Source: an optimization exercise on an open RTL-to-GDS flow (aim: small area, a short achievable clock period and few clock cycles per item). Production flows keep margins and buffers that such runs may drop. Where RTL was checked, it was by simulation tests only, not by an equivalence proof against the original. Power figures rest on the tool's default switching activity, not on a simulated workload.

==> inputs of job 9066 <==
==> flow/design.v <==
module lzw_enc (
    input  wire        clk,
    input  wire        rst,             
    input  wire        in_valid,
    output wire        in_ready,
    input  wire [7:0]  in_data,
    input  wire        in_last,         
    output wire        out_valid,
    input  wire        out_ready,
    output wire [11:0] out_code,
    output wire        out_last,        
    output wire [15:0] out_dict_size    
);
    localparam integer NDYN = 256;       
    reg [8:0] ib0, ib1;                  
    reg       ib0_v, ib1_v;
    reg       in_rdy_q;
    assign in_ready = in_rdy_q;
    wire      in_acc = in_valid && in_rdy_q;
    reg [19:0] oq0, oq1, oq2;            
    reg [1:0]  oq_n;
    wire       oq_pop = (oq_n != 2'd0) && out_ready;
    assign out_valid     = (oq_n != 2'd0);
    assign out_code      = {3'd0, oq0[8:0]};
    assign out_dict_size = {6'd0, oq0[18:9]};
    assign out_last      = oq0[19];
    reg [8:0]  cur;                      
    reg [8:0]  cur_n;                    
    reg [7:0]  b_n;                      
    reg        have_cur;
    reg [8:0]  cnt;                      
    wire       full = cnt[8];
    wire       step = ib0_v && !oq_n[1];
    wire [7:0] b    = ib0[7:0];
    wire       bl   = ib0[8];
    reg [8:0]  ent_p [0:NDYN-1];
    reg [7:0]  ent_b [0:NDYN-1];
    wire [255:0] ent_valid;
    genvar g;
    generate
        for (g = 0; g < NDYN; g = g + 1) begin : g_v
            assign ent_valid[g] = full || (g < cnt[7:0]);
        end
    endgenerate
    reg [NDYN-1:0] match;
    integer k;
    always @(*) begin
        for (k = 0; k < NDYN; k = k + 1)
            if (k < NDYN/2)
                match[k] = ent_valid[k] && ent_p[k] == cur && ent_b[k] == b;
            else
                match[k] = ent_valid[k] && ent_p[k] == ~cur_n && ent_b[k] == ~b_n;
    end
    wire hit = |match;
    reg [7:0] hit_idx;
    integer j;
    always @(*) begin
        hit_idx = 8'd0;
        for (j = 0; j < NDYN; j = j + 1)
            if (match[j]) hit_idx = hit_idx | j[7:0];
    end
    wire wr = step && have_cur && !full;
    generate
        for (g = 0; g < NDYN; g = g + 1) begin : g_ent
            always @(posedge clk) begin
                if (wr && cnt[7:0] == g) begin
                    ent_p[g] <= cur;
                    ent_b[g] <= b;
                end
            end
        end
    endgenerate
    wire [9:0] dsz_now  = {cnt[8], ~cnt[8], cnt[7:0]};           
    wire [8:0] cnt_inc  = cnt + {8'd0, !full};
    wire [9:0] dsz_miss = {cnt_inc[8], ~cnt_inc[8], cnt_inc[7:0]};
    wire       miss   = have_cur && !hit;
    wire [19:0] fin_h = have_cur ? {1'b1, dsz_now, 1'b1, hit_idx} : {1'b1, 10'd256, 1'b0, b};
    wire [19:0] pa    = miss ? {1'b0, 10'd0, cur} : fin_h;
    wire [19:0] pb    = {1'b1, dsz_miss, 1'b0, b};
    wire        pa_v  = step && (bl || miss);
    wire        pb_v  = step && bl && miss;
    reg [8:0] ib0_nx, ib1_nx;
    reg       ib0_v_nx, ib1_v_nx;
    always @(*) begin
        ib0_nx = ib0; ib1_nx = ib1; ib0_v_nx = ib0_v; ib1_v_nx = ib1_v;
        case ({ib_pop, in_acc})
            2'b01: begin
                if (!ib0_v) begin ib0_nx = {in_last, in_data}; ib0_v_nx = 1'b1; end
                else        begin ib1_nx = {in_last, in_data}; ib1_v_nx = 1'b1; end
            end
            2'b10: begin
                ib0_nx = ib1; ib0_v_nx = ib1_v; ib1_v_nx = 1'b0;
            end
            2'b11: begin
                if (ib1_v) begin ib0_nx = ib1; ib1_nx = {in_last, in_data}; end
                else       begin ib0_nx = {in_last, in_data}; end
            end
            default: ;
        endcase
    end
    wire [1:0] oq_m   = oq_n - {1'b0, oq_pop};
    wire [1:0] oq_h   = oq_m + {1'b0, step && bl};
    wire [1:0] oq_nx  = (step && miss) ? oq_h + 2'd1 : oq_h;
    wire       ib_pop = step;
    always @(posedge clk) begin
        if (rst) begin
            ib0_v    <= 1'b0;
            ib1_v    <= 1'b0;
            in_rdy_q <= 1'b1;
            oq_n     <= 2'd0;
            have_cur <= 1'b0;
            cnt      <= 9'd0;
        end else begin
            ib0   <= ib0_nx;
            b_n   <= ~ib0_nx[7:0];
            ib0_v <= ib0_v_nx;
            ib1   <= ib1_nx;
            ib1_v <= ib1_v_nx;
            in_rdy_q <= !(ib1_v ? !ib_pop || in_acc : ib0_v && !ib_pop && in_acc);
            oq_n <= oq_nx;
            if (oq_pop) begin
                oq0 <= oq1;
                oq1 <= oq2;
            end
            if (pa_v) begin
                case (oq_m)
                    2'd0: oq0 <= pa;
                    2'd1: oq1 <= pa;
                    default: oq2 <= pa;
                endcase
            end
            if (pb_v) begin
                case (oq_m)
                    2'd0: oq1 <= pb;
                    default: oq2 <= pb;
                endcase
            end
            if (step) begin
                if (bl) begin
                    have_cur <= 1'b0;
                    cnt      <= 9'd0;
                end else begin
                    have_cur <= 1'b1;
                    if (miss)
                        cnt <= cnt_inc;
                end
                cur   <= hit ? {1'b1, hit_idx} : {1'b0, b};
                cur_n <= ~(hit ? {1'b1, hit_idx} : {1'b0, b});
            end
        end
    end
endmodule
==> flow/flow/run.sh <==
#!/bin/bash
set -o pipefail
bash standard.sh SETUP_SLACK_MARGIN=6.5 finish > flow_standard.log 2>&1
==> flow/standard.sh <==
#!/bin/bash
# synth_recipe.tcl (not shown) runs the flow's synth.tcl, then flattens the netlist and writes it again
# the make line also repeats each setting of config.mk as NAME=value (left out here)
make -C /OpenROAD-flow-scripts/flow DESIGN_CONFIG=/design/flow/config.mk WORK_HOME=/design/flow/orfs CLKGATE_MAP_FILE= SYNTH_SCRIPT=/design/flow/synth_recipe.tcl "${@:-finish}"
==> flow/config.mk <==
export PLATFORM = sky130hd
export DESIGN_NAME = lzw_enc
export DESIGN_NICKNAME = lzw_enc
export VERILOG_FILES = /design/flow/design.v
export SDC_FILE = /design/flow/constraint.sdc
export NUM_CORES = 4
export LEC_CHECK = 0
export ABC_CLOCK_PERIOD_IN_PS = 4000
export CAP_MARGIN = 30
export CORE_MARGIN = 2
export CORE_UTILIZATION = 45
export SLEW_MARGIN = 20
==> flow/constraint.sdc <==
create_clock -name core_clock -period 10.0 [get_ports {clk}]
set_input_delay 2.0000 -clock core_clock [delete_from_list [all_inputs] [get_ports {clk}]]
set_output_delay 2.0000 -clock core_clock [all_outputs]
set_load 0.01 [all_outputs]
==> job 5602 (differences from job 9066) <==
--- a/flow/design.v
+++ b/flow/design.v
@@ -25,8 +25,6 @@
     assign out_dict_size = {6'd0, oq0[18:9]};
     assign out_last      = oq0[19];
     reg [8:0]  cur;                      
-    reg [8:0]  cur_n;                    
-    reg [7:0]  b_n;                      
     reg        have_cur;
     reg [8:0]  cnt;                      
     wire       full = cnt[8];
@@ -46,10 +44,7 @@
     integer k;
     always @(*) begin
         for (k = 0; k < NDYN; k = k + 1)
-            if (k < NDYN/2)
-                match[k] = ent_valid[k] && ent_p[k] == cur && ent_b[k] == b;
-            else
-                match[k] = ent_valid[k] && ent_p[k] == ~cur_n && ent_b[k] == ~b_n;
+            match[k] = ent_valid[k] && ent_p[k] == cur && ent_b[k] == b;
     end
     wire hit = |match;
     reg [7:0] hit_idx;
@@ -79,25 +74,6 @@
     wire [19:0] pb    = {1'b1, dsz_miss, 1'b0, b};
     wire        pa_v  = step && (bl || miss);
     wire        pb_v  = step && bl && miss;
-    reg [8:0] ib0_nx, ib1_nx;
-    reg       ib0_v_nx, ib1_v_nx;
-    always @(*) begin
-        ib0_nx = ib0; ib1_nx = ib1; ib0_v_nx = ib0_v; ib1_v_nx = ib1_v;
-        case ({ib_pop, in_acc})
-            2'b01: begin
-                if (!ib0_v) begin ib0_nx = {in_last, in_data}; ib0_v_nx = 1'b1; end
-                else        begin ib1_nx = {in_last, in_data}; ib1_v_nx = 1'b1; end
-            end
-            2'b10: begin
-                ib0_nx = ib1; ib0_v_nx = ib1_v; ib1_v_nx = 1'b0;
-            end
-            2'b11: begin
-                if (ib1_v) begin ib0_nx = ib1; ib1_nx = {in_last, in_data}; end
-                else       begin ib0_nx = {in_last, in_data}; end
-            end
-            default: ;
-        endcase
-    end
     wire [1:0] oq_m   = oq_n - {1'b0, oq_pop};
     wire [1:0] oq_h   = oq_m + {1'b0, step && bl};
     wire [1:0] oq_nx  = (step && miss) ? oq_h + 2'd1 : oq_h;
@@ -111,11 +87,20 @@
             have_cur <= 1'b0;
             cnt      <= 9'd0;
         end else begin
-            ib0   <= ib0_nx;
-            b_n   <= ~ib0_nx[7:0];
-            ib0_v <= ib0_v_nx;
-            ib1   <= ib1_nx;
-            ib1_v <= ib1_v_nx;
+            case ({ib_pop, in_acc})
+                2'b01: begin
+                    if (!ib0_v) begin ib0 <= {in_last, in_data}; ib0_v <= 1'b1; end
+                    else        begin ib1 <= {in_last, in_data}; ib1_v <= 1'b1; end
+                end
+                2'b10: begin
+                    ib0 <= ib1; ib0_v <= ib1_v; ib1_v <= 1'b0;
+                end
+                2'b11: begin
+                    if (ib1_v) begin ib0 <= ib1; ib1 <= {in_last, in_data}; end
+                    else       begin ib0 <= {in_last, in_data}; end
+                end
+                default: ;
+            endcase
             in_rdy_q <= !(ib1_v ? !ib_pop || in_acc : ib0_v && !ib_pop && in_acc);
             oq_n <= oq_nx;
             if (oq_pop) begin
@@ -144,8 +129,7 @@
                     if (miss)
                         cnt <= cnt_inc;
                 end
-                cur   <= hit ? {1'b1, hit_idx} : {1'b0, b};
-                cur_n <= ~(hit ? {1'b1, hit_idx} : {1'b0, b});
+                cur <= hit ? {1'b1, hit_idx} : {1'b0, b};
             end
         end
     end
==> flow/run.sh (new file) <==
#!/bin/bash
# synth_recipe.tcl (not shown) runs the flow's synth.tcl, then flattens the netlist and writes it again
# the make line also repeats each setting of config.mk as NAME=value (left out here)
make -C /OpenROAD-flow-scripts/flow DESIGN_CONFIG=/design/flow/config.mk WORK_HOME=/design/flow/orfs CLKGATE_MAP_FILE= SYNTH_SCRIPT=/design/flow/synth_recipe.tcl finish
ABC_CLOCK_PERIOD_IN_PS = unset   (was 4000)
CAP_MARGIN = 20   (was 30)
CORE_UTILIZATION = 40   (was 45)
SETUP_SLACK_MARGIN = 4   (was unset)
removed: flow/flow/run.sh
removed: flow/standard.sh
==> summary of the runs <==
- Of job 5602 and job 9066, job 9066 has the higher clock skew (gap 0.026 ns).
- Between job 5602 and job 9066, the lower non-clock buffer count is in job 5602 (gap 642).
- Of job 9066 and job 5602, job 9066 has the higher design area (gap 6.4%, measured against job 5602).
- Between job 5602 and job 9066, the lower cell count is in job 9066 (gap 1.1%, measured against job 9066).
- Between job 5602 and job 9066, the lower setup slack is in job 5602 (gap 1.3 ns).
- In job 9066 the wire length is higher than in job 5602, by 26%.
- Between job 9066 and job 5602, the lower combinational power is in job 5602 (gap about 80%, measured against job 5602).
==> figures <==
metric                                                               job 5602          job 9066
Y dimension of the die                                                 705 um            663 um
CP startpoint                                             cnt[7]$_SDFFE_PP0P_  b_n[6]$_DFFE_PN_
Combinational power                                                   3350 uW           5910 uW
Outcome                                                        finished clean    finished clean
DR vias/cell                                                             5.58              6.27
CORE AREA                                                         490000 um^2       434000 um^2
Share of total power in combinational logic                              8.2%             13.4%
Combined area of the multi-input logic cells                       59100 um^2        61400 um^2
Required @ worst endpoint                                            10.79 ns          10.84 ns
Metal2 WL                                                           277000 um         346000 um
Average size of a mapped cell                                       15.3 um^2         15.4 um^2
Netlist Area Pre-Place                                            197000 um^2       195000 um^2
Worst clock skew on the final layout                                0.0905 ns          0.116 ns
Total stage count of the critical path                                     14                16
Share of the final layout cell area in multi-input gates                26.5%             25.9%
Testbench counts of job 9066, summed over its fixed seeds: cycles 136,094, bytes 136,035.
Function not checked in job 5602: the RTL went through the layout flow alone.

## re-timing with driven ports
Ports are ideal in the flow. The routed layouts listed here were re-timed in OpenROAD. Step 1 assumes that a clkbuf_16 drives the clock port and a buf_2 every other input. Step 2 moves the port delays by t, midway between the first and last clock arrival at a register: inputs arrive t later, outputs are due t later. That takes back most of the time a late clock gives input paths. Slacks: ideal / step 1 / step 2; pairs: ideal / step 1.
run	shift t [ns]	setup slack, ns	worst setup path at the end	cell pins on the clock port's net
job 9066	1.141	5.140 / 5.140 / 4.547	input to register	1
job 5602	1.164	3.833 / 3.833 / 3.295	input to register	1
After both steps every run listed still meets setup and hold. The setup slack of job 9066, which loses most, moves by 0.000 ns with the drivers and by -0.593 ns with both steps.
